This is an optimization exercise on Yosys and OpenROAD, whose aim is small area, a short achievable clock period and few clock cycles, not a production implementation. The RTL was checked by simulation tests, not by an equivalence proof against the original design. Power figures rest on the tool's default switching activity, not on a simulated workload.

==> design.v <==
module fcodec (
    input  wire        clk,
    input  wire        rst,
    input  wire        bus_req,
    input  wire        bus_we,
    input  wire [1:0]  bus_size,    
    input  wire [11:0] bus_addr,
    input  wire [31:0] bus_wdata,
    output wire        bus_ready,
    output reg  [31:0] bus_rdata,
    output wire        bus_err
);
    localparam [2:0] OP_NOP = 3'd0, OP_ENCODE = 3'd1, OP_DECODE = 3'd2, OP_VERIFY = 3'd3;
    localparam [3:0] ERR_OK = 4'd0, ERR_NAR = 4'd1, ERR_TRUNC = 4'd2, ERR_ILL = 4'd3;
    localparam [2:0] TAG_NONE = 3'd0, TAG_V = 3'd1, TAG_I = 3'd2, TAG_P = 3'd3,
                     TAG_STR = 3'd4, TAG_UNK = 3'd5;
    function [7:0] sum4;
        input [31:0] w;
        sum4 = w[7:0] + w[15:8] + w[23:16] + w[31:24];
    endfunction
    function prn;
        input [7:0] b;
        prn = (b >= 8'h20) && (b <= 8'h7E);
    endfunction
    function [2:0] pc4;
        input [31:0] w;
        pc4 = {2'd0, prn(w[7:0])} + {2'd0, prn(w[15:8])} +
              {2'd0, prn(w[23:16])} + {2'd0, prn(w[31:24])};
    endfunction
    function [6:0] inc7;
        input [6:0] a;
        integer n;
        begin
            for (n = 0; n < 7; n = n + 1)
                inc7[n] = a[n] ^ (&(a | ~((7'd1 << n) - 7'd1)));
        end
    endfunction
    function lt7;
        input [6:0] a, b;
        integer n;
        reg     eq;
        begin
            lt7 = 1'b0;
            eq  = 1'b1;
            for (n = 6; n >= 0; n = n - 1) begin
                lt7 = lt7 | (eq & !a[n] & b[n]);
                eq  = eq & (a[n] == b[n]);
            end
        end
    endfunction
    function [31:0] below;
        input [31:0] w;
        input [1:0]  n;
        below = w & ((32'd1 << (8 * n)) - 32'd1);
    endfunction
    reg  [2:0]  ctrl_op;
    reg  [1:0]  ctrl_sel;
    reg  [3:0]  st_err;
    reg         st_ok;
    reg         st_present;
    reg  [2:0]  st_lastop;
    reg  [31:0] enc_hdr;
    reg  [8:0]  tx_len;
    reg  [8:0]  rx_len;
    reg  [7:0]  res_reg;
    reg  [7:0]  res_len;
    reg  [2:0]  res_tag;
    reg  [31:0] res_val;
    reg  [8:0]  disp_len;
    reg  [7:0]  csum_calc;
    reg  [7:0]  csum_recv;
    reg  [32*65-1:0] tx_buf;
    reg  [32*65-1:0] rx_buf;
    reg  [28*64-1:0] disp_buf;
    reg  [6:0]  qa_tx, qa_rx;   reg [5:0] qa_dp;
    reg  [6:0]  qa1_tx, qa1_rx; reg [5:0] qa1_dp;    
    reg  [31:0] q_tx,  q_rx;    reg [27:0] q_dp;
    reg         qv_tx, qv_rx,   qv_dp;
    reg  [6:0]  na_tx, na_rx;   reg [5:0] na_dp;    
    reg  [31:0] tx_rd, rx_rd;
    reg  [27:0] dp_rd;
    integer k;
    always @(*) begin
        tx_rd = 32'd0;
        rx_rd = 32'd0;
        dp_rd = 28'd0;
        for (k = 0; k < 65; k = k + 1) begin
            tx_rd = tx_rd | ({32{na_tx == k}} & tx_buf[32*k +: 32]);
            rx_rd = rx_rd | ({32{na_rx == k}} & rx_buf[32*k +: 32]);
        end
        for (k = 0; k < 64; k = k + 1)
            dp_rd = dp_rd | ({28{na_dp == k}} & disp_buf[28*k +: 28]);
    end
    wire [9:0] boff = bus_addr[9:0];
    wire [7:0] word = boff[9:2];
    wire [6:0] w7   = word[6:0];
    wire misaligned = (bus_size == 2'd3) ||
                      (bus_size == 2'd1 && bus_addr[0]) ||
                      (bus_size == 2'd2 && bus_addr[1:0] != 2'b00);
    wire in_buf  = (boff[9:8] == 2'b00) || (boff[9:2] == 8'h40);        
    wire in_regs = (bus_addr[11:6] == 6'd0) && (!bus_addr[5] || bus_addr[4:2] == 3'd0);
    wire in_tx   = (bus_addr[11:10] == 2'b01) && in_buf;
    wire in_rx   = (bus_addr[11:10] == 2'b10) && in_buf;
    wire in_disp = (bus_addr[11:10] == 2'b11) && (boff[9:8] == 2'b00);
    wire len_big = (|bus_wdata[31:9]) ||
                   (bus_wdata[8] && ((|bus_wdata[7:3]) || (bus_wdata[2] && (|bus_wdata[1:0]))));
    wire [3:0] reg_idx = bus_addr[5:2];
    reg  access_err;
    always @(*) begin
        access_err = 1'b0;
        if (misaligned)
            access_err = 1'b1;
        else if (in_regs) begin
            if (bus_size != 2'd2)
                access_err = 1'b1;
            else if (bus_we) begin
                case (reg_idx)
                    4'd0, 4'd2: access_err = 1'b0;
                    4'd4:       access_err = len_big;
                    default:    access_err = 1'b1;
                endcase
            end
        end else if (in_tx || in_rx)
            access_err = 1'b0;
        else if (in_disp)
            access_err = bus_we;
        else
            access_err = 1'b1;
    end
    wire acc  = bus_req && !access_err;
    wire full = (bus_size == 2'd2);
    reg [3:0] lane_mask;
    always @(*) begin
        case (bus_size)
            2'd0:    lane_mask = 4'b0001 << bus_addr[1:0];
            2'd1:    lane_mask = 4'b0011 << bus_addr[1:0];
            default: lane_mask = 4'b1111;
        endcase
    end
    wire [31:0] lane_data = bus_wdata << (8 * bus_addr[1:0]);
    wire [31:0] lmask = {{8{lane_mask[3]}}, {8{lane_mask[2]}}, {8{lane_mask[1]}}, {8{lane_mask[0]}}};
    wire       to_next   = lane_mask[3];
    wire hit_tx = qv_tx && (w7 == qa_tx);
    wire hit_rx = qv_rx && (w7 == qa_rx);
    wire hit_dp = qv_dp && (word[5:0] == qa_dp);
    wire [7:0] rx0 = rx_buf[7:0];
    wire [7:0] rx1 = rx_buf[15:8];
    wire [7:0] rx2 = rx_buf[23:16];
    wire [7:0] rx3 = rx_buf[31:24];
    wire [7:0] enc_n = enc_hdr[31:24];
    wire [7:0] enc_r = enc_hdr[23:16];
    wire gate_ok   = (rx_len > 9'd6) && (rx0 == 8'hF0) && (rx1 == 8'hA1);
    wire is_float  = (rx2 == 8'hC1) || (rx2 == 8'hC2);
    wire is_triple = (rx2 == 8'hC3);
    wire is_string = (rx2 == 8'hDE) || (rx2 == 8'hDF) || (rx2 == 8'hE0);
    wire fits      = ({1'b0, rx3} + 9'd4) <= rx_len;
    reg  [6:0] tx_tw, rx_tw;
    reg  [1:0] tx_tb, rx_tb;
    reg        chk_present, str_ok;
    reg  [6:0]  tq;  reg [7:0] ts1, tw1, tw0;  reg tvalid;
    reg  [6:0]  rq;  reg [7:0] rs1, rw1, rw0;  reg rvalid;
    reg  [6:0]  tqm1, tqp1, rqm1, rqp1;    
    reg  [8:0]  rc1; reg [2:0] rcw1, rcw0;
    reg         tk_tx, tk_rx, tk_mok;
    reg  [6:0]  tk_w;
    reg  [31:0] tk_m;
    reg         fb_busy, fb_rx, fb_done;
    reg  [7:0]  fb_s;
    reg  [8:0]  fb_c;
    reg         cp_busy, cp_flush, cp_load;
    reg         enc_pend, dec_pend;    
    reg  [7:0]  enc_s;                 
    reg  [6:0]  cp_dw;           
    reg  [1:0]  cp_sc;           
    reg  [20:0] cp_stage;
    reg  txr_one, txr_m1, txr_0, txr_p1;      
    reg  rxr_one, rxr_m1, rxr_0, rxr_p1;
    wire tx_base_ok = txr_one || (fb_done && !fb_rx) || txr_m1 || txr_0 || txr_p1;
    wire rx_base_ok = rxr_one || (fb_done &&  fb_rx) || rxr_m1 || rxr_0 || rxr_p1;
    wire [7:0] tx_base  = txr_one ? 8'd0 : (fb_done && !fb_rx) ? fb_s :
                          txr_m1 ? ts1 : txr_0 ? ts1 + tw1 : ts1 + tw1 + tw0;
    wire [7:0] rx_base  = rxr_one ? 8'd0 : (fb_done &&  fb_rx) ? fb_s :
                          rxr_m1 ? rs1 : rxr_0 ? rs1 + rw1 : rs1 + rw1 + rw0;
    wire [8:0] rx_basec = rxr_one ? 9'd0 : (fb_done &&  fb_rx) ? fb_c :
                          rxr_m1 ? rc1 : rxr_0 ? rc1 + rcw1 : rc1 + rcw1 + rcw0;
    wire [31:0] tx_part   = below(q_tx, tx_tb);
    wire [31:0] rx_part   = below(q_rx, rx_tb);
    wire [7:0]  enc_sum   = (enc_r + enc_n + tx_base) + sum4(tx_part);
    wire [7:0]  chk_sum   = (rx2 + rx3 + rx_base) + sum4(rx_part);
    wire [7:0]  chk_recv  = q_rx[8*rx_tb +: 8];
    wire [8:0]  str_cnt   = rx_basec + {6'd0, pc4(rx_part)};
    wire        ctrl_wr  = acc && bus_we && in_regs && reg_idx == 4'd0;
    wire [2:0]  w_op     = bus_wdata[2:0];
    wire [1:0]  w_sel    = bus_wdata[5:4];
    wire        w_enc    = (w_op == OP_ENCODE);
    wire        w_chk    = (w_op == OP_VERIFY) || (w_op == OP_DECODE && w_sel != 2'd3);
    wire        w_dec    = (w_op == OP_DECODE && w_sel != 2'd3);
    reg         tx_at, rx_at;       
    wire        rx_need  = chk_present || (w_op == OP_DECODE && str_ok);
    wire        enc_go   = !fb_busy && !tk_tx && tx_base_ok && tx_at;
    wire        chk_go   = !fb_busy && !cp_busy && (!rx_need || (!tk_rx && rx_base_ok && rx_at));
    wire        cmd_go   = w_enc ? enc_go : w_chk ? chk_go : 1'b1;
    wire        fb_tx_start = !fb_busy && !fb_done && w_enc && !tk_tx && !tx_base_ok;
    wire        fb_rx_start = !fb_busy && !fb_done && w_chk && !cp_busy && !tk_rx && rx_need && !rx_base_ok;
    wire dp_avail = !cp_busy || lt7({1'b0, qa_dp}, cp_dw);
    wire r_tx    = bus_addr[11:10] == 2'b01;
    wire r_rx    = bus_addr[11:10] == 2'b10;
    wire r_dp    = bus_addr[11:10] == 2'b11;
    wire is_ctrl = bus_we && bus_size == 2'd2 && bus_addr == 12'h000;
    wire st_tx   = bus_req && !bus_we && r_tx && !hit_tx;
    wire st_rx   = bus_req && r_rx && (cp_busy || (!bus_we && !hit_rx));
    wire st_dp   = bus_req && !bus_we && r_dp && (!hit_dp || !dp_avail);
    wire st_ctrl = bus_req && is_ctrl && !cmd_go;
    wire st_enc  = bus_req && enc_pend && (r_tx || is_ctrl || bus_addr == 12'h020);
    wire stall   = st_tx || st_rx || st_dp || st_ctrl || st_enc;
    assign bus_ready = bus_req && !stall;
    assign bus_err   = access_err;
    wire done    = acc && !stall;           
    wire cmd     = done && ctrl_wr;
    wire enc_cmp = cmd && w_enc;
    wire dec_cmp = cmd && w_dec;
    wire cp_start = dec_cmp && str_ok && str_cnt != 9'd0;
    wire tx_hw   = bus_req && bus_we && in_tx && !misaligned;
    wire rx_hw   = bus_req && bus_we && in_rx && !misaligned && !cp_busy;
    wire hdr_wr  = done && bus_we && in_regs && reg_idx == 4'd2;
    wire len_wr  = done && bus_we && in_regs && reg_idx == 4'd4;
    wire [31:0] tx_merged = (q_tx & ~lmask) | (lane_data & lmask);
    wire [31:0] rx_merged = (q_rx & ~lmask) | (lane_data & lmask);
    wire        tx_mok    = full || hit_tx;
    wire        rx_mok    = full || hit_rx;
    wire [7:0]  tk_ms     = sum4(tk_m);
    wire [2:0]  tk_mc     = pc4(tk_m);
    wire [6:0] cp_last = (rx_tb == 2'd0) ? rx_tw - 7'd1 : rx_tw;   
    reg  [3:0] cp_v;
    reg  [2:0] cp_pos [0:3];
    reg  [2:0] cp_tot;
    reg  [6:0] cp_win [0:6];
    integer i, j;
    always @(*) begin
        for (j = 0; j < 4; j = j + 1)
            cp_v[j] = prn(q_rx[8*j +: 8]) &&
                      ((qa_rx < rx_tw) || (qa_rx == rx_tw && j < rx_tb));
        cp_pos[0] = {1'b0, cp_sc};
        for (j = 1; j < 4; j = j + 1)
            cp_pos[j] = cp_pos[j-1] + {2'd0, cp_v[j-1]};
        cp_tot = cp_pos[3] + {2'd0, cp_v[3]};
        for (i = 0; i < 7; i = i + 1) begin
            cp_win[i] = (i < 3 && i < cp_sc) ? cp_stage[7*(i % 3) +: 7] : 7'd0;
            for (j = 0; j < 4; j = j + 1)
                if (cp_v[j] && cp_pos[j] == i)
                    cp_win[i] = q_rx[8*j +: 7];
        end
    end
    wire cp_step  = cp_busy && !cp_flush && !cp_load;
    wire cp_wr    = (cp_step && cp_tot[2]) || (cp_busy && cp_flush);
    wire [27:0] cp_wdata = cp_flush ? {7'd0, cp_stage} :
                           {cp_win[3], cp_win[2], cp_win[1], cp_win[0]};
    always @(*) begin
        if (fb_busy && !fb_rx)
            na_tx = (qa_tx == tx_tw - 7'd1) ? tx_tw : qa_tx + 7'd1;
        else if (bus_req && r_tx)
            na_tx = !hit_tx ? w7 : to_next ? qa1_tx : qa_tx;
        else if (bus_req && bus_we && bus_addr == 12'h008)
            na_tx = {1'b0, bus_wdata[31:26]} + 7'd1;    
        else if (bus_req && is_ctrl && w_enc)
            na_tx = fb_tx_start ? 7'd1 : tx_tw;
        else if (enc_pend)
            na_tx = 7'd0;                                
        else
            na_tx = qa_tx;
        if (cp_busy)
            na_rx = cp_load ? 7'd1 : cp_flush ? qa_rx : (qa_rx == cp_last) ? 7'd0 : qa_rx + 7'd1;
        else if (fb_busy && fb_rx)
            na_rx = (qa_rx == rx_tw - 7'd1) ? rx_tw : qa_rx + 7'd1;
        else if (bus_req && r_rx)
            na_rx = !hit_rx ? w7 : to_next ? qa1_rx : qa_rx;
        else if (bus_req && bus_we && bus_addr == 12'h010)
            na_rx = rx_tw;                               
        else if (bus_req && is_ctrl && w_chk)
            na_rx = fb_rx_start ? 7'd1 : rx_tw;
        else
            na_rx = qa_rx;
        if (bus_req && !bus_we && r_dp)
            na_dp = !(hit_dp && dp_avail) ? word[5:0] : to_next ? qa1_dp : qa_dp;
        else if (dec_pend)
            na_dp = 6'd0;
        else
            na_dp = qa_dp;
    end
    wire [8:0]  dp_base = {1'b0, na_dp, 2'b00};
    wire [27:0] dp_keep = {{7{(dp_base + 9'd3) < disp_len}}, {7{(dp_base + 9'd2) < disp_len}},
                           {7{(dp_base + 9'd1) < disp_len}}, {7{ dp_base         < disp_len}}};
    wire        rx0_wr  = rx_hw && w7 == 7'd0;
    wire [7:0]  n_enc_n = rst ? 8'd0 : hdr_wr ? bus_wdata[31:24] : enc_n;
    wire [8:0]  n_rxlen = rst ? 9'd0 : len_wr ? bus_wdata[8:0] : rx_len;
    wire [7:0]  n_rx0   = (rx0_wr && lane_mask[0]) ? lane_data[7:0]   : rx0;
    wire [7:0]  n_rx1   = (rx0_wr && lane_mask[1]) ? lane_data[15:8]  : rx1;
    wire [7:0]  n_rx2   = (rx0_wr && lane_mask[2]) ? lane_data[23:16] : rx2;
    wire [7:0]  n_rx3   = (rx0_wr && lane_mask[3]) ? lane_data[31:24] : rx3;
    wire [6:0]  n_tx_tw = {1'b0, n_enc_n[7:2]} + 7'd1;
    wire [6:0]  n_rx_tw = {1'b0, n_rx3[7:2]} + 7'd1;
    reg  [6:0] tq_n, tqm1_n, tqp1_n, rq_n, rqm1_n, rqp1_n;
    reg        tvalid_n, rvalid_n;
    always @(*) begin
        tq_n = tq; tqm1_n = tqm1; tqp1_n = tqp1; tvalid_n = tvalid;
        rq_n = rq; rqm1_n = rqm1; rqp1_n = rqp1; rvalid_n = rvalid;
        if (rst) begin
            tq_n = 7'd1; tqm1_n = 7'd0; tqp1_n = 7'd2; tvalid_n = 1'b0;
            rq_n = 7'd1; rqm1_n = 7'd0; rqp1_n = 7'd2; rvalid_n = 1'b0;
        end else begin
            if (tk_tx) begin
                if (tk_w == 7'd1) begin
                    tq_n = 7'd1; tqm1_n = 7'd0; tqp1_n = 7'd2; tvalid_n = tk_mok;
                end else if (tvalid) begin
                    if (tk_w == tqm1 || tk_w == tq) begin
                        if (!tk_mok) tvalid_n = 1'b0;
                    end else if (tk_w == tqp1) begin
                        if (tk_mok) begin tq_n = tk_w; tqm1_n = tq; tqp1_n = tk_w + 7'd1; end
                    end else if (tk_w < tq)
                        tvalid_n = 1'b0;
                end
            end
            if (enc_cmp && tx_tw <= tq)
                tvalid_n = 1'b0;
            if (tk_rx) begin
                if (tk_w == 7'd1) begin
                    rq_n = 7'd1; rqm1_n = 7'd0; rqp1_n = 7'd2; rvalid_n = tk_mok;
                end else if (rvalid) begin
                    if (tk_w == rqm1 || tk_w == rq) begin
                        if (!tk_mok) rvalid_n = 1'b0;
                    end else if (tk_w == rqp1) begin
                        if (tk_mok) begin rq_n = tk_w; rqm1_n = rq; rqp1_n = tk_w + 7'd1; end
                    end else if (tk_w < rq)
                        rvalid_n = 1'b0;
                end
            end
        end
    end
    always @(posedge clk) begin
        tq <= tq_n; tqm1 <= tqm1_n; tqp1 <= tqp1_n; tvalid <= tvalid_n;
        rq <= rq_n; rqm1 <= rqm1_n; rqp1 <= rqp1_n; rvalid <= rvalid_n;
        txr_one <= n_tx_tw == 7'd1;
        txr_m1  <= tvalid_n && n_tx_tw == tqm1_n;
        txr_0   <= tvalid_n && n_tx_tw == tq_n;
        txr_p1  <= tvalid_n && n_tx_tw == tqp1_n;
        rxr_one <= n_rx_tw == 7'd1;
        rxr_m1  <= rvalid_n && n_rx_tw == rqm1_n;
        rxr_0   <= rvalid_n && n_rx_tw == rq_n;
        rxr_p1  <= rvalid_n && n_rx_tw == rqp1_n;
        tx_at <= !rst && !enc_cmp && !enc_pend && na_tx == n_tx_tw;
        rx_at <= !rst && na_rx == n_rx_tw;
        tx_tw <= n_tx_tw;
        tx_tb <= n_enc_n[1:0];
        rx_tw <= n_rx_tw;
        rx_tb <= n_rx3[1:0];
        chk_present <= (n_rxlen >= 9'd4) && (n_rxlen >= 9'd5 + {1'b0, n_rx3});
        str_ok      <= (n_rxlen > 9'd6) && (n_rx0 == 8'hF0) && (n_rx1 == 8'hA1) &&
                       ((n_rx2 == 8'hDE) || (n_rx2 == 8'hDF) || (n_rx2 == 8'hE0)) &&
                       (({1'b0, n_rx3} + 9'd4) <= n_rxlen);
    end
    always @(posedge clk) begin
        qa_tx <= na_tx;
        qa_rx <= na_rx;
        qa_dp <= na_dp;
        qa1_tx <= inc7(na_tx);
        qa1_rx <= inc7(na_rx);
        qa1_dp <= na_dp + 6'd1;
        q_tx  <= (tx_hw && na_tx == w7) ? ((tx_rd & ~lmask) | (lane_data & lmask)) : tx_rd;
        q_rx  <= (rx_hw && na_rx == w7) ? ((rx_rd & ~lmask) | (lane_data & lmask)) : rx_rd;
        q_dp  <= ((cp_wr && cp_dw[5:0] == na_dp) ? cp_wdata : dp_rd) & dp_keep;
        tk_w  <= w7;
        tk_mok <= in_tx ? tx_mok : rx_mok;
        tk_m  <= in_tx ? tx_merged : rx_merged;
        if (rst) begin
            ctrl_op    <= 3'd0;
            ctrl_sel   <= 2'd0;
            st_err     <= 4'd0;
            st_ok      <= 1'b0;
            st_present <= 1'b0;
            st_lastop  <= 3'd0;
            enc_hdr    <= 32'd0;
            tx_len     <= 9'd0;
            rx_len     <= 9'd0;
            res_reg    <= 8'd0;
            res_len    <= 8'd0;
            res_tag    <= TAG_NONE;
            res_val    <= 32'd0;
            disp_len   <= 9'd0;
            csum_calc  <= 8'd0;
            csum_recv  <= 8'd0;
            qv_tx <= 1'b0; qv_rx <= 1'b0; qv_dp <= 1'b0;
            ts1 <= 8'd0; tw1 <= 8'd0; tw0 <= 8'd0;
            rs1 <= 8'd0; rw1 <= 8'd0; rw0 <= 8'd0;
            rc1 <= 9'd0; rcw1 <= 3'd0; rcw0 <= 3'd0;
            tk_tx <= 1'b0; tk_rx <= 1'b0;
            fb_busy <= 1'b0; fb_rx <= 1'b0; fb_done <= 1'b0; fb_s <= 8'd0; fb_c <= 9'd0;
            enc_pend <= 1'b0; dec_pend <= 1'b0; cp_load <= 1'b0;
            cp_busy <= 1'b0; cp_flush <= 1'b0; cp_dw <= 7'd0; cp_sc <= 2'd0; cp_stage <= 21'd0;
        end else begin
            qv_tx <= !enc_cmp && !enc_pend;
            qv_rx <= 1'b1;
            qv_dp <= !dec_cmp;
            enc_pend <= enc_cmp;
            if (enc_pend)
                csum_calc <= enc_s;
            dec_pend <= dec_cmp;
            if (hdr_wr)
                enc_hdr <= bus_wdata;
            if (len_wr)
                rx_len <= bus_wdata[8:0];
            if (cmd) begin
                ctrl_op   <= w_op;
                ctrl_sel  <= w_sel;
                st_lastop <= w_op;
                fb_done   <= 1'b0;
                case (w_op)
                OP_NOP: begin
                    st_err <= ERR_OK; st_ok <= 1'b0; st_present <= 1'b0;
                end
                OP_ENCODE: begin
                    tx_len     <= {1'b0, enc_n} + 9'd5;
                    enc_s      <= enc_sum;
                    csum_recv  <= 8'd0;
                    st_err     <= ERR_OK;
                    st_ok      <= 1'b0;
                    st_present <= 1'b0;
                end
                OP_DECODE, OP_VERIFY: begin
                    if (!w_chk) begin
                        st_err <= ERR_ILL; st_ok <= 1'b0; st_present <= 1'b0;
                    end else begin
                        if (chk_present) begin
                            csum_calc  <= chk_sum;
                            csum_recv  <= chk_recv;
                            st_ok      <= (chk_sum == chk_recv);
                            st_present <= 1'b1;
                        end else begin
                            csum_calc  <= 8'd0;
                            csum_recv  <= 8'd0;
                            st_ok      <= 1'b0;
                            st_present <= 1'b0;
                        end
                        st_err <= ERR_OK;
                        if (w_op == OP_DECODE) begin
                            res_reg  <= 8'd0;
                            res_len  <= 8'd0;
                            res_tag  <= TAG_NONE;
                            res_val  <= 32'd0;
                            disp_len <= 9'd0;
                            if (!gate_ok) begin
                                st_err <= ERR_NAR;
                            end else begin
                                res_reg <= rx2;
                                res_len <= rx3;
                                if (is_float) begin
                                    if (!fits || rx3 < 8'd4)
                                        st_err <= ERR_TRUNC;
                                    else begin
                                        res_val <= rx_buf[63:32];
                                        res_tag <= (rx2 == 8'hC1) ? TAG_V : TAG_I;
                                    end
                                end else if (is_triple) begin
                                    if (!fits || rx3 < 8'd12)
                                        st_err <= ERR_TRUNC;
                                    else begin
                                        case (w_sel)
                                            2'd0:    res_val <= rx_buf[63:32];
                                            2'd1:    res_val <= rx_buf[95:64];
                                            default: res_val <= rx_buf[127:96];
                                        endcase
                                        res_tag <= TAG_V + {1'b0, w_sel};
                                    end
                                end else if (is_string) begin
                                    if (!fits)
                                        st_err <= ERR_TRUNC;
                                    else begin
                                        res_tag  <= TAG_STR;
                                        disp_len <= str_cnt;
                                    end
                                end else begin
                                    res_tag <= TAG_UNK;
                                end
                            end
                        end
                    end
                end
                default: begin
                    st_err <= ERR_ILL; st_ok <= 1'b0; st_present <= 1'b0;
                end
                endcase
            end
            tk_tx <= tx_hw && w7 != 7'd0;
            tk_rx <= rx_hw && w7 != 7'd0;
            if (tk_tx) begin
                if (tk_w == 7'd1) begin
                    ts1 <= 8'd0; tw1 <= 8'd0; tw0 <= tk_ms;
                end else if (tvalid && tk_mok) begin
                    if (tk_w == tqm1)
                        tw1 <= tk_ms;
                    else if (tk_w == tq)
                        tw0 <= tk_ms;
                    else if (tk_w == tqp1) begin
                        ts1 <= ts1 + tw1; tw1 <= tw0; tw0 <= tk_ms;
                    end
                end
            end
            if (tk_rx) begin
                if (tk_w == 7'd1) begin
                    rs1 <= 8'd0; rw1 <= 8'd0; rw0 <= tk_ms;
                    rc1 <= 9'd0; rcw1 <= 3'd0; rcw0 <= tk_mc;
                end else if (rvalid && tk_mok) begin
                    if (tk_w == rqm1) begin
                        rw1 <= tk_ms; rcw1 <= tk_mc;
                    end else if (tk_w == rq) begin
                        rw0 <= tk_ms; rcw0 <= tk_mc;
                    end else if (tk_w == rqp1) begin
                        rs1 <= rs1 + rw1; rw1 <= rw0; rw0 <= tk_ms;
                        rc1 <= rc1 + {6'd0, rcw1}; rcw1 <= rcw0; rcw0 <= tk_mc;
                    end
                end
            end
            if (fb_busy) begin
                fb_s <= fb_s + sum4(fb_rx ? q_rx : q_tx);
                fb_c <= fb_c + {6'd0, pc4(q_rx)};
                if (fb_rx ? (qa_rx == rx_tw - 7'd1) : (qa_tx == tx_tw - 7'd1)) begin
                    fb_busy <= 1'b0;
                    fb_done <= 1'b1;
                end
            end else if (bus_req && is_ctrl && (fb_tx_start || fb_rx_start)) begin
                fb_busy <= 1'b1; fb_rx <= fb_rx_start; fb_s <= 8'd0; fb_c <= 9'd0;
            end
            if (cp_busy) begin
                if (cp_wr)
                    cp_dw <= cp_dw + 7'd1;
                if (cp_load)
                    cp_load <= 1'b0;
                else if (cp_flush) begin
                    cp_flush <= 1'b0;
                    cp_busy  <= 1'b0;
                end else begin
                    cp_sc    <= cp_tot[1:0];
                    cp_stage <= cp_tot[2] ? {cp_win[6], cp_win[5], cp_win[4]}
                                          : {cp_win[2], cp_win[1], cp_win[0]};
                    if (qa_rx == cp_last) begin
                        if (cp_tot[1:0] != 2'd0)
                            cp_flush <= 1'b1;
                        else
                            cp_busy <= 1'b0;
                    end
                end
            end else if (cp_start) begin
                cp_busy  <= 1'b1;
                cp_load  <= 1'b1;
                cp_flush <= 1'b0;
                cp_dw    <= 7'd0;
                cp_sc    <= 2'd0;
            end
        end
    end
    wire [31:0] tx_ldata = enc_pend ? {4{enc_s}} : lane_data;
    genvar g, b;
    generate
        for (g = 0; g < 65; g = g + 1) begin : g_tx
            for (b = 0; b < 4; b = b + 1) begin : g_b
                wire host_we = tx_hw && w7 == g && lane_mask[b];
                if (g == 0) begin : g_hdr
                    always @(posedge clk)
                        if (host_we || enc_cmp)
                            tx_buf[32*g + 8*b +: 8] <= enc_cmp ? enc_hdr[8*b +: 8] : lane_data[8*b +: 8];
                end else begin : g_pl
                    wire enc_we = enc_pend && tx_tw == g && tx_tb == b;
                    always @(posedge clk)
                        if (host_we || enc_we)
                            tx_buf[32*g + 8*b +: 8] <= tx_ldata[8*b +: 8];
                end
            end
        end
        for (g = 0; g < 65; g = g + 1) begin : g_rx
            for (b = 0; b < 4; b = b + 1) begin : g_b
                wire host_we = rx_hw && w7 == g && lane_mask[b];
                always @(posedge clk)
                    if (host_we)
                        rx_buf[32*g + 8*b +: 8] <= lane_data[8*b +: 8];
            end
        end
        for (g = 0; g < 64; g = g + 1) begin : g_disp
            always @(posedge clk)
                if (cp_wr && cp_dw[5:0] == g)
                    disp_buf[28*g +: 28] <= cp_wdata;
        end
    endgenerate
    function [31:0] reg_val;
        input integer n;
        case (n)
            0:       reg_val = {26'd0, ctrl_sel, 1'b0, ctrl_op};
            1:       reg_val = {21'd0, st_lastop, 2'b00, st_present, st_ok, st_err};
            2:       reg_val = enc_hdr;
            3:       reg_val = {23'd0, tx_len};
            4:       reg_val = {23'd0, rx_len};
            5:       reg_val = {13'd0, res_tag, res_len, res_reg};
            6:       reg_val = res_val;
            7:       reg_val = {23'd0, disp_len};
            default: reg_val = {16'd0, csum_recv, csum_calc};
        endcase
    endfunction
    wire [31:0] dp_word = {1'b0, q_dp[27:21], 1'b0, q_dp[20:14], 1'b0, q_dp[13:7], 1'b0, q_dp[6:0]};
    wire rg = bus_addr[11:10] == 2'b00;
    wire [3:0] lsel = 4'b0001 << bus_addr[1:0];
    reg  [31:0] rd_reg, rd_buf;
    always @(*) begin
        rd_reg = 32'd0;
        for (k = 0; k < 9; k = k + 1)
            if (rg && (k == 8 ? bus_addr[5] : bus_addr[5:2] == k))
                rd_reg = rd_reg | reg_val(k);
        rd_buf = 32'd0;
        for (k = 0; k < 4; k = k + 1) begin
            if (lsel[k]) begin
                if (r_tx) rd_buf[7:0] = rd_buf[7:0] | q_tx[8*k +: 8];
                if (r_rx) rd_buf[7:0] = rd_buf[7:0] | q_rx[8*k +: 8];
                if (r_dp) rd_buf[7:0] = rd_buf[7:0] | dp_word[8*k +: 8];
            end
        end
        if (bus_size != 2'd0) begin
            if (r_tx) rd_buf[15:8] = bus_addr[1] ? q_tx[31:24] : q_tx[15:8];
            if (r_rx) rd_buf[15:8] = bus_addr[1] ? q_rx[31:24] : q_rx[15:8];
            if (r_dp) rd_buf[15:8] = bus_addr[1] ? dp_word[31:24] : dp_word[15:8];
        end
        if (bus_size == 2'd2) begin
            if (r_tx) rd_buf[31:16] = q_tx[31:16];
            if (r_rx) rd_buf[31:16] = q_rx[31:16];
            if (r_dp) rd_buf[31:16] = dp_word[31:16];
        end
        bus_rdata = rd_reg | rd_buf;
    end
endmodule
==> run.sh <==
#!/bin/bash
# synth_recipe.tcl (not shown) runs the flow's synth.tcl, then flattens the netlist and writes it again
# the make line also repeats each setting of config.mk as NAME=value (left out here)
make -C /OpenROAD-flow-scripts/flow DESIGN_CONFIG=/design/flow/config.mk WORK_HOME=/design/flow/orfs CLKGATE_MAP_FILE= SYNTH_SCRIPT=/design/flow/synth_recipe.tcl finish
==> config.mk <==
export PLATFORM = sky130hd
export DESIGN_NAME = fcodec
export DESIGN_NICKNAME = fcodec
export VERILOG_FILES = /design/flow/design.v
export SDC_FILE = /design/flow/constraint.sdc
export NUM_CORES = 8
export LEC_CHECK = 0
export CAP_MARGIN = 20
export CORE_MARGIN = 2
export CORE_UTILIZATION = 40
export CTS_CLUSTER_DIAMETER = 100
export CTS_CLUSTER_SIZE = 20
export PLACE_DENSITY = 0.5
export SETUP_SLACK_MARGIN = 5
export SLEW_MARGIN = 20
==> constraint.sdc <==
create_clock -name core_clock -period 12.0 [get_ports {clk}]
set_input_delay 2.4000 -clock core_clock [delete_from_list [all_inputs] [get_ports {clk}]]
set_output_delay 2.4000 -clock core_clock [all_outputs]
set_load 0.01 [all_outputs]
==> results.tsv, run 1 <==
stage	metric	value	unit
status	status	finished clean	
yosys	ys_warn_count	3	
route	wire_per_inst	53.44	um
critical_path	cpMostUsedCell	buf_6	
route	drtAntennaViolNets	0	
clock_network	clock_latency	1.17	ns
timing	hold_viol	0	
critical_path	cpPeakStageDelay	0.89	ns
floorplan	io_pins	84	
critical_path	crit_type	input port to output port	
yosys	ys_seq_elements	6462	
timing	period_needed	7.631	ns
pwr	p_int	0.03291	W
pwr	p_switching	0.01472	W
layout	largest_register_ffs	2080	
pwr	swShare	30.89	%
critical_path	timing.critical_path.to	bus_rdata[8]	
layout	top_register	tx_buf	
pwr	irDropWorstVdd	0.1511	mV
layout	fillers	57110	
layout	layout_common_cells	edfxtp_1, a22oi_1, buf_4	
grt	track_usage	43.56	%
layout	utilization	46.28	%
pwr	leakagePower	94.97	nW
critical_path	rr_endpoint	st_ok	
route	firstDrtPassIters	21	
timing	fmax	131.0	MHz
critical_path	rr_worst_depth	24	
yosys	synthTopCellsByArea	edfxtp_1, a22oi_1, dfxtp_1	
critical_path	crit_fanout	7	
pwr	seqPwrFrac	53.4	%
hold_path	min-delay-start	res_len[2]	
yosys	syn_avg_cell_area	14.71	sq um
yosys	netlist-cell-type-count	111	
pwr	clockPowerShare	29.2	%
critical_path	r2r_slack	4.88	ns
layout	area_growth	15.48	%
critical_path	crit_path_end_kind	output port	
grt	grt_max_degree	74	
yosys	netlist_area	259900	sq um
yosys	yosys.area.top_type_share	68.50	%
route	drt_iter0_markers	42390	
timing	tightest_slew	1.366	ns
grt	grt-ovfl-total	0	
pwr	powerDensity	158.7	nW/um^2
grt	grt_pass1_vias	178300	
route	wl	1486000	um
clock_network	cts_num_sinks	6462	
timing	skew	0.1168	ns
critical_path	cp-startpoint	bus_addr[11]	
timing	max_slew_margin	8.815	%
clock_network	cts_buffer_depth	4	
layout	final_nets	19040	
floorplan	rows	296	
grt	grt_first_pass_wirelength	1873000	um
floorplan	die_w	810.0	um
floorplan	core	648500	sq um
critical_path	crit_path_cell_trace	buf_6 -> or2_4 -> buf_12 -> nor2_4 -> buf_6 -> buf_16 -> a22o_4 -> a221oi_4 -> nand4_1 -> buf_2	
yosys	seq_area_frac_synth	72.61	%
critical_path	cpMaxStageDelayCell	nand4_1	
clock_network	path_clk_slew	0.07	ns
timing	slew_viol_final	0	
floorplan	die_h	810.0	um
clock_network	cts_buffers	369	
timing	timing.final.ws_setup	4.369	ns
clock_network	clock-root-buffer	clkbuf_16	
layout	multiInputGateArea	72680	sq um
yosys	synthCells	17670	
layout	drive_gt1_share	18.09	%
yosys	synthArstFlopShare	0	%
layout	register_area	188700	sq um
yosys	synth_area_leader_cell	edfxtp_1	
timing	setup_violations	0	
clock_network	cts_tree	yes	
place	post-dp-hpwl	985800	um
floorplan	die_area	656100	sq um
flow_run	cap_violations	0	
pwr	comb_power_share	17.4	%
yosys	synth-edff-count	5928	
timing	fin_crit_sh	63.60	%
route	vias	202100	
floorplan	start_util	40.07	%
critical_path	cp.required	9.60	ns
critical_path	worstReg2RegStart	rs1[0]	
route	viasPerCell	7.265	
pwr	totalPowerFinal	0.04763	W
critical_path	worst_setup_path_start_kind	input port	
clock_network	ctsHtreeMaxLevel	5	
critical_path	cp.arrival	5.23	ns
route	drc	0	
yosys	synth_flop_cell	edfxtp_1	
place	port_buffers	83	
layout	final_common_cell	edfxtp_1	
place	place_ws	1.399	ns
grt	antenna_found_initial	183	
timing	rsz0062_at_grt	yes	
place	gp_congestion	1.110	
timing	fin_hold_ws	0.4747	ns
timing	tns	0	ns
layout	reg.largest.list	tx_buf x2080, rx_buf x2079, disp_buf x1792	
hold_path	hp-class	flop to flop	
==> cells by family after synthesis <==
family	share of synthesized area (%)
simple gates	7.218
compound gates	13.68
buf+inv	2.104
other cells	0.002890
xor+xnor	0.9760
mux	1.633
flops	72.61
fa+ha+maj	1.772
==> worst min-delay path by stage <==
stage / endpoint / slack (ns) / depth (start not counted)
finish: res_len[2] / 0.47 / 2
global route: ts1[4] / 0.50 / 2
global placement: res_len[3] / 0.43 / 2
detailed placement: res_len[3] / 0.44 / 2
CTS: res_len[2] / 0.47 / 2
floorplan: res_tag[2] / 0.43 / 2
==> power groups by stage <==
| stage | logic [W] | registers (W) | clock network, W |
|---|---|---|---|
| global placement | 0.00726 | 0.0259 | 0 |
| floorplan | 0.00307 | 0.0256 | 0 |
| finish | 0.00827 | 0.0254 | 0.0139 |
| global route | 0.00807 | 0.0254 | 0.0145 |
| detailed placement | 0.00728 | 0.0259 | 0 |
| CTS | 0.00757 | 0.0254 | 0.0138 |
==> per-stage QoR <==
stage / std cells / area [sq um]
2_1_floorplan: 17670 / 260700
4_1_cts: 27470 / 297100
6_report: 27810 / 300100
3_5_place_dp: 26590 / 281800
5_1_grt: 27620 / 299600
3_3_place_gp: 26580 / 281500
==> per-layer routing <==
metal | GRT usage, % | vias up | part of all wire (%)
li1 | - | 73120 | -
met1 | 53.89 | 103900 | 35
met3 | 18.24 | 4901 | 15
met5 | 0.5991 | - | 0.18
met2 | 61.30 | 19960 | 41
met4 | 31.00 | 145 | 9.2
==> synthesized netlist by cell type, types with 36 or more instances <==
library cell,instances
nand2_1,1155
and2_1,67
xor2_1,94
nand3_1,466
a22oi_1,1557
edfxtp_1,5928
a222oi_1,165
o21a_1,37
nor2b_1,47
or3_1,36
clkbuf_1,895
a32oi_1,57
mux2_2,126
nor2_1,879
and3_1,106
xnor2_1,193
fa_1,112
o22ai_1,340
a221o_1,48
nor3_1,456
ha_1,188
buf_1,117
a221oi_1,418
o21ai_0,396
inv_1,291
dfxtp_1,534
buf_2,101
and4_1,43
a22o_1,436
mux2i_1,262
o211ai_1,109
nand2b_1,47
a211oi_1,108
a31oi_1,111
a21oi_1,678
nor4_1,156
a2111oi_0,55
nand4_1,340
==> worst max-delay path, delay by kind of cell <==
family                 cells  cell delay [ns]
AND/OR/NAND/NOR            3             1.17
AO/OA/AOI/OAI              2             0.54
buffers and inverters      5             1.04
==> what timing repair did <==
item                                     CTS  global route
buffers inserted                         230           118
endpoints found under the setup margin  3623          1603
resized for setup                        696           281
pin swaps                                156           120
cloned                                     8             4
hold buffers                               0             0
==> area by class of cell <==
cell class                      instances  area share (%)
Clock buffer                          589           3.366
Multi-Input combinational cell       9792           24.22
Tap cell                             8642           3.603
Timing Repair Buffer                 1756           5.073
Timing Repair inverter                  1        0.002919
Inverter                              305          0.4257
Antenna cell                          219          0.1826
Sequential cell                      6462           62.89
Clock inverter                         48          0.2335
Testbench counts, summed over its fixed seeds: cycles 138,024.
==> inputs of run 2 (changes only) <==
--- a/config.mk
+++ b/config.mk
@@ -9,6 +9,4 @@
 export CORE_MARGIN = 2
 export CORE_UTILIZATION = 40
-export CTS_CLUSTER_DIAMETER = 100
-export CTS_CLUSTER_SIZE = 20
 export PLACE_DENSITY = 0.5
 export SETUP_SLACK_MARGIN = 5
==> results.tsv, run 2 <==
stage	metric	value	unit
status	status	finished clean	
pwr	powerDensity	177.4	nW/um^2
critical_path	crit_fanout	7	
timing	tns	0	ns
layout	final_cells	28440	
timing	fin_hold_ws	0.4696	ns
layout	area_growth	19.96	%
timing	rsz0062_at_grt	yes	
timing	skew	0.1250	ns
yosys	synth_most_common_cell	edfxtp_1	
route	drc	0	
place	place_ws	1.399	ns
yosys	synthArstFlopShare	0	%
timing	max_slew_margin	3.691	%
clock_network	cts_buffer_depth	4	
timing	fmax	131.9	MHz
yosys	yosys.area.top_type_share	68.50	%
grt	antenna_found_initial	183	
timing	period_needed	7.581	ns
timing	slew_viol_final	0	
layout	final_nets	19350	
clock_network	path_clk_slew	0.06	ns
grt	grt_max_degree	74	
layout	largest_register_ffs	2080	
pwr	irDropWorstVdd	0.1754	mV
grt	track_usage	43.83	%
layout	reg.largest.list	tx_buf x2080, rx_buf x2079, disp_buf x1792	
timing	hold_viol	0	
yosys	netlist-cell-type-count	111	
pwr	totalPowerFinal	0.05531	W
yosys	synth-edff-count	5928	
route	drt_iter0_markers	42430	
yosys	seq_area_frac_synth	72.61	%
grt	grt-ovfl-total	0	
critical_path	crit_type	input port to output port	
clock_network	ctsHtreeMaxLevel	6	
yosys	synth_flop_cell	edfxtp_1	
yosys	synth_area_leader_cell	edfxtp_1	
clock_network	clock_latency	1.23	ns
layout	fillers	56080	
yosys	ys_warn_count	3	
route	firstDrtPassIters	11	
place	gp_congestion	1.110	
hold_path	hp-class	flop to flop	
place	port_buffers	83	
layout	top_register	tx_buf	
grt	grtUsageMet2	61.11	%
route	wire_per_inst	52.68	um
route	vias	204500	
flow_run	cap_violations	0	
yosys	netlist_area	259900	sq um
yosys	yosys-top-cells-count	edfxtp_1, a22oi_1, nand2_1, clkbuf_1, nor2_1	
route	viasPerCell	7.192	
route	drtAntennaViolNets	0	
yosys	synthCells	17670	
floorplan	io_pins	84	
layout	final_common_cell	edfxtp_1	
yosys	synthTopCellsByArea	edfxtp_1, a22oi_1, dfxtp_1	
timing	fin_crit_sh	63.18	%
grt	grt-busiest-layer	met2	
clock_network	cts_buffers	694	
clock_network	postCtsHoldBufs	0	
critical_path	cp.required	9.60	ns
place	placedCellCount	26590	
critical_path	worst_setup_path_start_kind	input port	
floorplan	die_w	810.0	um
timing	timing.final.ws_setup	4.419	ns
critical_path	cp.arrival	5.18	ns
floorplan	die_area	656100	sq um
floorplan	rows	296	
grt	grt_first_pass_wirelength	1888000	um
grt	gr-usage-met3	18.87	%
floorplan	start_util	40.07	%
yosys	ys_seq_elements	6462	
floorplan	core	648500	sq um
yosys	syn_avg_cell_area	14.71	sq um
critical_path	crit_path_end_kind	output port	
place	post-dp-hpwl	985800	um
pwr	leakagePower	100.6	nW
timing	setup_violations	0	
layout	layout_common_cells	edfxtp_1, a22oi_1, buf_4	
clock_network	cts_num_sinks	6462	
grt	grt_pass1_vias	182000	
floorplan	die_h	810.0	um
clock_network	cts_tree	yes	
layout	drive_gt1_share	20.63	%
clock_network	clock-root-buffer	clkbuf_16	
timing	tightest_slew	1.439	ns
grt	grt_util_met1	53.93	%
route	wl	1498000	um
## run 2: changes by cell type in the layout (fill, tap and decap cells not counted), moves of 9 or more
| cell | change |
|---|---|
| clkbuf_2 | +13 |
| clkbuf_16 | +338 |
| dlygate4sd2_1 | -9 |
| clkinv_16 | +16 |
| clkinv_1 | +119 |
| clkbuf_1 | -51 |
| clkinv_2 | +120 |
| clkinvlp_4 | +20 |
| bufinv_16 | +33 |
| clkbuf_8 | +40 |
| buf_4 | -22 |
## run 2: logic make-up (layout without fill, tap and decap cells)
group | Yosys count | after routing | synth area share (%)
mux | 397 | 397 | 1.633
simple gates | 3931 | 3933 | 7.218
fa+ha+maj | 301 | 301 | 1.772
flops | 6462 | 6462 | 72.61
buf+inv | 1420 | 3325 | 2.104
xor+xnor | 288 | 288 | 0.9760
other cells | 2 | 224 | 0.002890
compound gates | 4864 | 4864 | 13.68
## run 2: power breakdown
group	internal, W	switching (W)	total (W)
sequential	0.0250	0.000449	0.0255
combinational	0.00201	0.00629	0.00830
clock	0.0119	0.00966	0.0215
total	0.0389	0.0164	0.0553
## run 2: through the flow
step,utilization [%],instance area [sq um]
6_report,48.07,311700
3_5_place_dp,43.45,281800
3_3_place_gp,43.40,281500
2_1_floorplan,-,260700
5_1_grt,48.00,311300
4_1_cts,47.53,308200
## run 2: layout make-up
type	instances	area, sq um	area share (%)
repair buffers	1741	15120	4.851
clock inverters	368	3497	1.122
clock buffers	911	18810	6.034
diodes	215	538.0	0.1726
inverters	305	1289	0.4134
flip-flops and latches	6462	188700	60.54
multi-input cells	9792	72930	23.39
well taps	8642	10810	3.469
## run 2: final timing paths
path	start	end	slack (ns)	cells after the start
max reg2reg	tx_tw[0]	q_tx[28]	4.89	16
min	res_len[0]	res_len[0]	0.47	2
max	bus_addr[11]	bus_rdata[8]	4.42	10
min reg2reg	res_len[0]	res_len[0]	0.47	2
## run 2: per-layer routing
| layer | up-vias | routed length (um) |
|---|---|---|
| li1 | 74150 | - |
| met5 | - | 1895 |
| met2 | 20430 | 607000 |
| met4 | 120 | 141100 |
| met1 | 104600 | 515700 |
| met3 | 5211 | 232400 |
## run 2: worst max-delay path, stage by stage
cell and delay [ns]:
buf_8 0.19, or2_4 0.24, buf_12 0.12, nor2_4 0.04
buf_6 0.13, buf_16 0.14, a22o_4 0.26, a221oi_4 0.28
nand4_1 0.87, buf_2 0.44
## run 2: repair_timing
action                     in CTS  in global routing
setup buffers                 196                128
resized for setup             669                387
setup endpoints to repair    3731               1565
gates cloned                    8                 11
pin swaps                     151                153
==> inputs of run 3 (changes only) <==
==> flow/run.sh (new file) <==
#!/bin/bash
# Layout: the standard ORFS flow (standard.sh), with the bus pins kept
# together on the top edge (flow/io.tcl). ORFS writes each tool's output to
# its own logs (orfs/logs/...); make's output goes to make.log here.
set -euo pipefail
bash standard.sh finish IO_CONSTRAINTS="$PWD/flow/io.tcl" > make.log 2>&1
==> flow/io.tcl (new file) <==
# Keep the bus pins together in the middle of the top edge, so that the
# read-data and handshake logic between them stays compact.
set die [ord::get_db_block]
set w [expr {[[$die getDieArea] dx] / [$die getDbUnitsPerMicron]}]
set lo [expr {int($w * 0.35)}]
set hi [expr {int($w * 0.65)}]
set_io_pin_constraint -region top:$lo-$hi -pin_names {bus_req bus_we bus_size[0] bus_size[1] bus_addr[0] bus_addr[1] bus_addr[2] bus_addr[3] bus_addr[4] bus_addr[5] bus_addr[6] bus_addr[7] bus_addr[8] bus_addr[9] bus_addr[10] bus_addr[11] bus_rdata[0] bus_rdata[1] bus_rdata[2] bus_rdata[3] bus_rdata[4] bus_rdata[5] bus_rdata[6] bus_rdata[7] bus_rdata[8] bus_rdata[9] bus_rdata[10] bus_rdata[11] bus_rdata[12] bus_rdata[13] bus_rdata[14] bus_rdata[15] bus_rdata[16] bus_rdata[17] bus_rdata[18] bus_rdata[19] bus_rdata[20] bus_rdata[21] bus_rdata[22] bus_rdata[23] bus_rdata[24] bus_rdata[25] bus_rdata[26] bus_rdata[27] bus_rdata[28] bus_rdata[29] bus_rdata[30] bus_rdata[31] bus_ready bus_err bus_wdata[0] bus_wdata[1] bus_wdata[2] bus_wdata[3] bus_wdata[4] bus_wdata[5] bus_wdata[6] bus_wdata[7] bus_wdata[8] bus_wdata[9] bus_wdata[10] bus_wdata[11] bus_wdata[12] bus_wdata[13] bus_wdata[14] bus_wdata[15] bus_wdata[16] bus_wdata[17] bus_wdata[18] bus_wdata[19] bus_wdata[20] bus_wdata[21] bus_wdata[22] bus_wdata[23] bus_wdata[24] bus_wdata[25] bus_wdata[26] bus_wdata[27] bus_wdata[28] bus_wdata[29] bus_wdata[30] bus_wdata[31]}
==> standard.sh (new file) <==
#!/bin/bash
# synth_recipe.tcl (not shown) runs the flow's synth.tcl, then flattens the netlist and writes it again
# the make line also repeats each setting of config.mk as NAME=value (left out here)
make -C /OpenROAD-flow-scripts/flow DESIGN_CONFIG=/design/flow/config.mk WORK_HOME=/design/flow/orfs CLKGATE_MAP_FILE= SYNTH_SCRIPT=/design/flow/synth_recipe.tcl "${@:-finish}"
removed: run.sh
==> results.tsv, run 3 <==
stage	metric	value	unit
timing	slew_viol_final	0	
pwr	p_switching	0.01650	W
floorplan	die_area	656100	sq um
clock_network	cts_buffers	690	
grt	track_usage	44.25	%
place	placedCellCount	26560	
yosys	synthArstFlopShare	0	%
layout	final_nets	19240	
pwr	swShare	29.73	%
layout	largest_register_ffs	2080	
critical_path	cp.arrival	8.38	ns
hold_path	min_path_cells	2	
pwr	seqPwrFrac	45.8	%
timing	tns	0	ns
grt	grt_pass1_vias	182700	
layout	final_common_cell	edfxtp_1	
critical_path	crit_fanout	22	
yosys	synthTopCellsByArea	edfxtp_1, a22oi_1, dfxtp_1	
status	status	finished clean	
pwr	comb_power_share	15.2	%
yosys	syn_avg_cell_area	14.71	sq um
pwr	irDropWorstVdd	0.1935	mV
layout	utilization	47.80	%
route	wire_per_inst	53.31	um
floorplan	core	648500	sq um
critical_path	rr_endpoint	q_tx[15]	
layout	top_register	tx_buf	
route	vias	204500	
flow_run	cap_violations	0	
clock_network	clock-root-buffer	clkbuf_16	
yosys	seq_area_frac_synth	72.61	%
layout	final_cells	28260	
critical_path	crit_path_cell_trace	buf_2 -> clkinvlp_4 -> ha_4 -> or4b_4 -> or4_4 -> o21ai_2 -> a31oi_4 -> mux2i_4 -> ha_4 -> buf_4 -> nand2_1 -> buf_4 -> nor2_1 -> a221oi_1 -> nor3_1 -> buf_4 -> nor4_1 -> a22oi_1	
layout	drive_gt1_share	19.54	%
hold_path	hp-class	flop to flop	
timing	timing.final.ws_setup	4.702	ns
clock_network	path_clk_slew	0.06	ns
place	gp_congestion	1.059	
pwr	clockPowerShare	39.0	%
route	viasPerCell	7.236	
route	drtAntennaViolNets	0	
layout	layout_common_cells	edfxtp_1, a22oi_1, buf_4	
critical_path	crit_path_end_kind	flop	
clock_network	clock_latency	1.22	ns
place	post-dp-hpwl	989100	um
timing	fin_crit_sh	60.81	%
layout	reg.largest.list	tx_buf x2080, rx_buf x2079, disp_buf x1792	
timing	skew	0.1207	ns
clock_network	cts_tree	yes	
hold_path	min_to	csum_recv[6]	
hold_path	min-delay-start	csum_recv[6]	
timing	tightest_slew	1.341	ns
floorplan	start_util	40.07	%
critical_path	worstReg2RegStart	tx_tw[3]	
clock_network	cts_num_sinks	6462	
timing	fmax	137.0	MHz
timing	period_needed	7.298	ns
pwr	powerDensity	179.1	nW/um^2
yosys	yosys.area.top_type_share	68.50	%
yosys	synthCells	17670	
grt	grt_first_pass_wirelength	1903000	um
floorplan	rows	296	
yosys	synth-edff-count	5928	
yosys	synth_most_common_cell	edfxtp_1	
critical_path	crit_type	input port to flop	
floorplan	die_h	810.0	um
route	firstDrtPassIters	13	
grt	antenna_found_initial	171	
timing	hold_viol	0	
route	drt_iter0_markers	43630	
route	drc	0	
clock_network	postCtsHoldBufs	0	
timing	rsz0062_at_grt	yes	
critical_path	r2r_slack	4.77	ns
route	wl	1506000	um
floorplan	io_pins	84	
critical_path	cpMostUsedCell	buf_4	
yosys	ys_seq_elements	6462	
critical_path	cpMaxStageDelayCell	nor2_1	
timing	setup_violations	0	
floorplan	die_w	810.0	um
clock_network	ctsHtreeMaxLevel	6	
place	port_buffers	83	
yosys	yosys-top-cells-count	edfxtp_1, a22oi_1, nand2_1, clkbuf_1, nor2_1	
critical_path	cpPeakStageDelay	0.90	ns
place	place_ws	1.693	ns
yosys	synth_area_leader_cell	edfxtp_1	
timing	fin_hold_ws	0.4533	ns
yosys	netlist_area	259900	sq um
layout	area_growth	19.29	%
yosys	netlist-cell-type-count	111	
grt	grt_max_degree	132	
grt	grt-ovfl-total	0	
pwr	p_int	0.03901	W
yosys	ys_warn_count	3	
critical_path	rr_worst_depth	15	
critical_path	worst_setup_path_start_kind	input port	
critical_path	cp.required	13.08	ns
yosys	synth_flop_cell	edfxtp_1	
pwr	leakagePower	99.99	nW
timing	max_slew_margin	10.63	%
clock_network	cts_buffer_depth	4	
## run 3: cell types whose count changed in the layout (fill, tap and decap cells not counted), sizes merged, moves of 6 or more
| cell | delta |
|---|---|
| clkinv | -45 |
| clkdlybuf4s50 | +14 |
| dlygate4sd2 | +6 |
| bufinv | +8 |
| clkbuf | +7 |
| buf | -103 |
| diode | -70 |
## run 3: cells by family (layout without fill, tap and decap cells)
family | after synthesis | in the layout | share of synthesized area (%)
and+or+nand+nor | 3931 | 3933 | 7.218
AOI/OAI and AO/OA | 4864 | 4864 | 13.68
xor gates and xnor gates | 288 | 288 | 0.9760
DFF | 6462 | 6462 | 72.61
buffers and inverters | 1420 | 3216 | 2.104
other | 2 | 154 | 0.002890
adders and majority gates | 301 | 301 | 1.772
muxes | 397 | 397 | 1.633
## run 3: power by group through the flow
| stage | Clock [W] | Combinational (W) | Sequential (W) |
|---|---|---|---|
| CTS | 0.0215 | 0.00780 | 0.0254 |
| finish | 0.0216 | 0.00846 | 0.0254 |
| detailed placement | 0 | 0.00750 | 0.0259 |
| global route | 0.0223 | 0.00822 | 0.0254 |
| floorplan | 0 | 0.00307 | 0.0256 |
| global placement | 0 | 0.00749 | 0.0259 |
## run 3: layer usage
layer  GRT usage [%]  vias to the layer above  part of all wire (%)
met5          0.2338                        -                 0.068
met4           36.03                       68                    10
met3           16.42                     5408                    14
met2           63.40                    20420                    42
met1           53.34                   104700                    34
li1                -                    73890                     -
## run 3: timing repair
action	CTS	global route
resized for setup	578	229
endpoints found under the setup margin	3562	1642
buffers inserted	175	87
gates cloned	10	4
pin swaps	112	77
## run 3: stage by stage
| step | total power [W] | cell area [sq um] |
|---|---|---|
| after floorplan | 0.02870 | 260700 |
| after global placement | 0.03336 | 281200 |
| after detailed placement | 0.03335 | 281500 |
| after CTS | 0.05469 | 307800 |
| after global routing | 0.05595 | 309700 |
| final | 0.05551 | 310000 |
## run 3: worst max path at each step
stage,end,depth (start not counted),slack [ns],start
2_1_floorplan,disp_buf[448],20,4.68,rx_tw[4]
3_3_place_gp,q_tx[1],17,1.75,bus_addr[7]
3_5_place_dp,q_tx[1],22,1.69,bus_addr[1]
4_1_cts,bus_rdata[4],9,4.74,bus_addr[5]
5_1_grt,bus_rdata[4],9,4.84,bus_addr[10]
6_report,q_tx[13],18,4.70,bus_addr[0]
## run 3: worst max-delay path: cells and delay by family
kind | cells | cell delay (ns)
multiplexers | 1 | 0.29
adder cells (fa/ha/maj) | 2 | 0.81
AO/OA/AOI/OAI | 4 | 0.76
buffers and inverters | 5 | 1.33
AND/OR/NAND/NOR | 6 | 2.68
## run 3: final cells by class
cell class              count  area (sq um)
diodes                    145         362.8
clock buffers             942         18810
clock inverters           331          3483
fillers                 56350        338500
inverters                 305          1275
multi-input cells        9792         72330
flip-flops and latches   6462        188700
well taps                8642         10810
repair buffers           1637         14180
repair inverters            1         8.758
==> inputs of run 4 (changes only) <==
--- a/design.v
+++ b/design.v
@@ -198,6 +198,6 @@
     reg         tx_at, rx_at;       
     wire        rx_need  = chk_present || (w_op == OP_DECODE && str_ok);
-    wire        enc_go   = !fb_busy && !tk_tx && tx_base_ok && tx_at;
-    wire        chk_go   = !fb_busy && !cp_busy && (!rx_need || (!tk_rx && rx_base_ok && rx_at));
+    reg         enc_go, chk_base, chk_data;
+    wire        chk_go   = chk_base && (!rx_need || chk_data);
     wire        cmd_go   = w_enc ? enc_go : w_chk ? chk_go : 1'b1;
     wire        fb_tx_start = !fb_busy && !fb_done && w_enc && !tk_tx && !tx_base_ok;
@@ -337,5 +337,25 @@
         end
     end
+    wire fb_end    = fb_busy && (fb_rx ? (qa_rx == rx_tw - 7'd1) : (qa_tx == tx_tw - 7'd1));
+    wire fb_go     = !fb_busy && bus_req && is_ctrl && (fb_tx_start || fb_rx_start);
+    wire fb_busy_n = !rst && (fb_busy ? !fb_end : fb_go);
+    wire fb_done_n = !rst && (fb_end || (fb_done && !cmd));
+    wire fb_rx_n   = !rst && (fb_go ? fb_rx_start : fb_rx);
+    wire cp_busy_n = !rst && (cp_busy ? !(!cp_load && (cp_flush || (qa_rx == cp_last && cp_tot[1:0] == 2'd0)))
+                                      : cp_start);
+    wire tk_tx_n   = !rst && tx_hw && w7 != 7'd0;
+    wire tk_rx_n   = !rst && rx_hw && w7 != 7'd0;
+    wire txr_one_n = n_tx_tw == 7'd1;
+    wire txr_n     = tvalid_n && (n_tx_tw == tqm1_n || n_tx_tw == tq_n || n_tx_tw == tqp1_n);
+    wire rxr_one_n = n_rx_tw == 7'd1;
+    wire rxr_n     = rvalid_n && (n_rx_tw == rqm1_n || n_rx_tw == rq_n || n_rx_tw == rqp1_n);
+    wire tx_at_n   = !rst && !enc_cmp && !enc_pend && na_tx == n_tx_tw;
+    wire rx_at_n   = !rst && na_rx == n_rx_tw;
     always @(posedge clk) begin
+        enc_go   <= !fb_busy_n && !tk_tx_n && tx_at_n &&
+                    (txr_one_n || (fb_done_n && !fb_rx_n) || txr_n);
+        chk_base <= !fb_busy_n && !cp_busy_n;
+        chk_data <= !tk_rx_n && rx_at_n &&
+                    (rxr_one_n || (fb_done_n && fb_rx_n) || rxr_n);
         tq <= tq_n; tqm1 <= tqm1_n; tqp1 <= tqp1_n; tvalid <= tvalid_n;
         rq <= rq_n; rqm1 <= rqm1_n; rqp1 <= rqp1_n; rvalid <= rvalid_n;
@@ -348,6 +368,6 @@
         rxr_0   <= rvalid_n && n_rx_tw == rq_n;
         rxr_p1  <= rvalid_n && n_rx_tw == rqp1_n;
-        tx_at <= !rst && !enc_cmp && !enc_pend && na_tx == n_tx_tw;
-        rx_at <= !rst && na_rx == n_rx_tw;
+        tx_at <= tx_at_n;
+        rx_at <= rx_at_n;
         tx_tw <= n_tx_tw;
         tx_tb <= n_enc_n[1:0];
--- a/config.mk
+++ b/config.mk
@@ -6,8 +6,10 @@
 export NUM_CORES = 8
 export LEC_CHECK = 0
-export CAP_MARGIN = 20
+export CAP_MARGIN = 30
 export CORE_MARGIN = 2
 export CORE_UTILIZATION = 40
+export CTS_CLUSTER_DIAMETER = 100
+export CTS_CLUSTER_SIZE = 20
 export PLACE_DENSITY = 0.5
 export SETUP_SLACK_MARGIN = 5
-export SLEW_MARGIN = 20
+export SLEW_MARGIN = 30
==> results.tsv, run 4 <==
stage	metric	value	unit
floorplan	die_w	806.4	um
timing	tightest_slew	1.171	ns
critical_path	cp.arrival	5.00	ns
route	drt_iter0_markers	38550	
grt	grt_first_pass_wirelength	1800000	um
yosys	syn_avg_cell_area	14.88	sq um
grt	grt_max_degree	73	
yosys	ys_seq_elements	6463	
layout	final_common_cell	edfxtp_1	
route	vias	194900	
place	port_buffers	83	
critical_path	crit_fanout	5	
timing	rsz0062_at_grt	yes	
yosys	synth_area_leader_cell	edfxtp_1	
yosys	synthCells	17300	
timing	period_needed	7.400	ns
critical_path	crit_buf_inv	4	
yosys	netlist-cell-type-count	106	
timing	max_slew_margin	21.70	%
critical_path	crit_path_cell_trace	buf_16 -> or2_4 -> buf_12 -> nor3_4 -> buf_4 -> a222oi_1 -> o211ai_1 -> buf_2	
clock_network	clock-root-buffer	clkbuf_16	
yosys	ys_warn_count	3	
yosys	yosys.area.top_type_share	69.13	%
place	place_ws	1.683	ns
clock_network	clock_latency	1.14	ns
critical_path	cpPeakStageDelay	0.82	ns
route	drtAntennaViolNets	0	
pwr	powerDensity	154.7	nW/um^2
critical_path	cpMaxStageDelayCell	a222oi_1	
critical_path	worst_setup_path_start_kind	input port	
layout	drive_gt1_share	17.92	%
timing	timing.final.ws_setup	4.600	ns
critical_path	worstReg2RegStart	tx_tw[1]	
route	wl	1419000	um
timing	setup_violations	0	
route	firstDrtPassIters	10	
critical_path	critPathTopFamily	compound AO/OA/AOI/OAI gates	
route	wire_per_inst	51.88	um
layout	top_register	tx_buf	
route	drc	0	
timing	hold_viol	0	
floorplan	die_h	806.4	um
yosys	synth_flop_cell	edfxtp_1	
hold_path	min-delay-start	res_tag[2]	
critical_path	cp-startpoint	bus_addr[11]	
grt	gr-usage-met3	14.80	%
clock_network	path_clk_slew	0.09	ns
pwr	irDropWorstVdd	0.1776	mV
timing	fin_crit_sh	61.66	%
clock_network	cts_buffers	368	
place	placed_cell_area	280500	sq um
yosys	synth-edff-count	5928	
timing	fmax	135.1	MHz
grt	grtUsageMet2	60.65	%
yosys	synth_most_common_cell	edfxtp_1	
clock_network	cts_buffer_depth	4	
route	viasPerCell	7.126	
critical_path	crit_type	input port to output port	
clock_network	postCtsHoldBufs	0	
yosys	yosys-top-cells-count	edfxtp_1, a22oi_1, nand2_1, nor2_1, clkbuf_1	
flow_run	cap_violations	0	
floorplan	start_util	40.16	%
layout	layout_common_cells	edfxtp_1, a22oi_1, buf_4	
critical_path	crit_path_end_kind	output port	
status	status	finished clean	
layout	reg.largest.list	tx_buf x2080, rx_buf x2079, disp_buf x1792	
yosys	seq_area_frac_synth	73.29	%
clock_network	ctsHtreeMaxLevel	5	
floorplan	rows	294	
floorplan	io_pins	84	
layout	area_growth	15.66	%
pwr	leakagePower	94.21	nW
timing	tns	0	ns
yosys	synthArstFlopShare	0	%
grt	antenna_found_initial	137	
layout	stdcell_area	297800	sq um
layout	final_nets	18730	
grt	grt-busiest-layer	met2	
grt	grt_pass1_vias	174400	
timing	skew	0.1301	ns
place	post-dp-hpwl	950300	um
grt	grt_util_met1	51.82	%
place	gp_congestion	1.054	
floorplan	core	641200	sq um
yosys	synthTopCellsByArea	edfxtp_1, a22oi_1, dfxtp_1	
layout	largest_register_ffs	2080	
hold_path	hp-class	flop to flop	
clock_network	cts_tree	yes	
grt	grt-ovfl-total	0	
floorplan	die_area	650200	sq um
yosys	netlist_area	257500	sq um
grt	track_usage	42.25	%
critical_path	cp.required	9.60	ns
clock_network	cts_num_sinks	6463	
timing	slew_viol_final	0	
-- run 4: cell count changes in the layout (fill, tap and decap cells not counted), moves of 47 or more --
| cell | delta |
|---|---|
| a221oi_1 | +63 |
| o21ai_0 | -82 |
| nor2_4 | +161 |
| clkinv_1 | -115 |
| a22oi_1 | +189 |
| a22o_1 | +90 |
| clkinv_2 | -88 |
| clkbuf_16 | -323 |
| a222oi_1 | -107 |
| mux2i_1 | -47 |
| nor3_1 | -82 |
| a21oi_1 | -165 |
| buf_4 | +51 |
-- run 4: worst min-delay path, stage by stage, from the launching register on --
cell and delay (ns):
dfxtp_1 0.32, nand2_1 0.05, nand2_1 0.04
-- run 4: layout make-up --
class	count	area (sq um)
inverters	279	1134
diodes	122	305.3
clock inverters	40	673.1
fillers	56100	343300
well taps	8584	10740
clock buffers	601	10260
repair buffers	1725	15280
flip-flops and latches	6463	188700
multi-input cells	9543	70710
-- run 4: stage by stage --
step	utilization [%]	power [W]	hold slack [ns]	cells
after global placement	43.50	0.03189	0.4305	26210
final	46.45	0.04607	0.4517	27360
after CTS	46.17	0.04542	0.4484	27170
after detailed placement	43.74	0.03192	0.4361	26250
after global routing	46.42	0.04656	0.4663	27270
after floorplan	-	0.02815	0.4158	17300
-- run 4: power by group --
group / switching [W] / total [W] / internal, W
Sequential: 0.000372 / 0.0252 / 0.0249
Combinational: 0.00517 / 0.00693 / 0.00176
Clock: 0.00789 / 0.0139 / 0.00600
Total: 0.0134 / 0.0461 / 0.0326
-- run 4: layer usage --
layer,up-vias,part of all wire (%)
met5,-,0.067
met4,68,10
met3,4825,14
met2,18110,42
met1,100300,34
li1,71640,-
-- run 4: path summary, 6_finish.rpt --
| check | end | slack [ns] | cells past startpoint |
|---|---|---|---|
| worst min-delay path | res_tag[2] | 0.45 | 2 |
| worst max-delay path | bus_rdata[9] | 4.60 | 8 |
| worst min register to register | res_tag[2] | 0.45 | 2 |
| worst max register to register | q_tx[20] | 4.88 | 18 |
-- run 4: cells by family (layout without fill, tap and decap cells) --
family | Yosys count | in the layout | share of synthesized area (%)
flip-flops | 6463 | 6463 | 73.29
AO/OA/AOI/OAI | 4637 | 4637 | 13.29
AND/OR/NAND/NOR | 3983 | 3985 | 7.323
buffers and inverters | 1297 | 2645 | 1.955
multiplexers | 310 | 310 | 1.307
XOR/XNOR | 307 | 307 | 1.044
adder cells (fa/ha/maj) | 302 | 302 | 1.793
other | 1 | 124 | 0.001456
-- run 4: timing repair --
item | 4_1_cts | 5_1_grt
endpoints found under the setup margin | 2002 | 1284
resized for setup | 595 | 176
pin swaps | 144 | 79
setup buffers | 275 | 59
gates cloned | 6 | 2
Testbench counts of run 4, summed over its fixed seeds: cycles 138,024.

[separate check: timing with driven ports]
Ports are ideal in the flow. The routed layouts listed here were re-timed in OpenROAD.
Step 1: set_driving_cell puts a clkbuf_16 on clk and a buf_2 on each other input, an assumption about the parent block.
Step 2 times the ports against the registers' clock, not the clock port: input delays grow and output delays shrink by t, the midpoint of the rising clock arrivals with the driver on.
Three values: no drivers, after step 1, after step 2; two values: the first two.
| run | shift t [ns] | slack for setup (ns) | worst setup path at the end | slew at the worst register clock pin (ns) | cell pins on the clock port's net |
|---|---|---|---|---|---|
| run 1 | 1.253 | 4.369 / 4.137 / 3.405 | input to register | 0.11 / 0.11 | 1 |
| run 2 | 1.317 | 4.419 / 4.158 / 3.410 | input to register | 0.08 / 0.08 | 1 |
| run 3 | 1.327 | 4.702 / 4.702 / 3.523 | input to register | 0.07 / 0.07 | 1 |
| run 4 | 1.217 | 4.600 / 4.332 / 3.560 | input to register | 0.11 / 0.11 | 1 |
After both steps setup and hold are still met in every run listed. For run 3, which loses most, drivers alone change the setup slack by 0.000 ns; drivers and shift together by -1.179 ns.
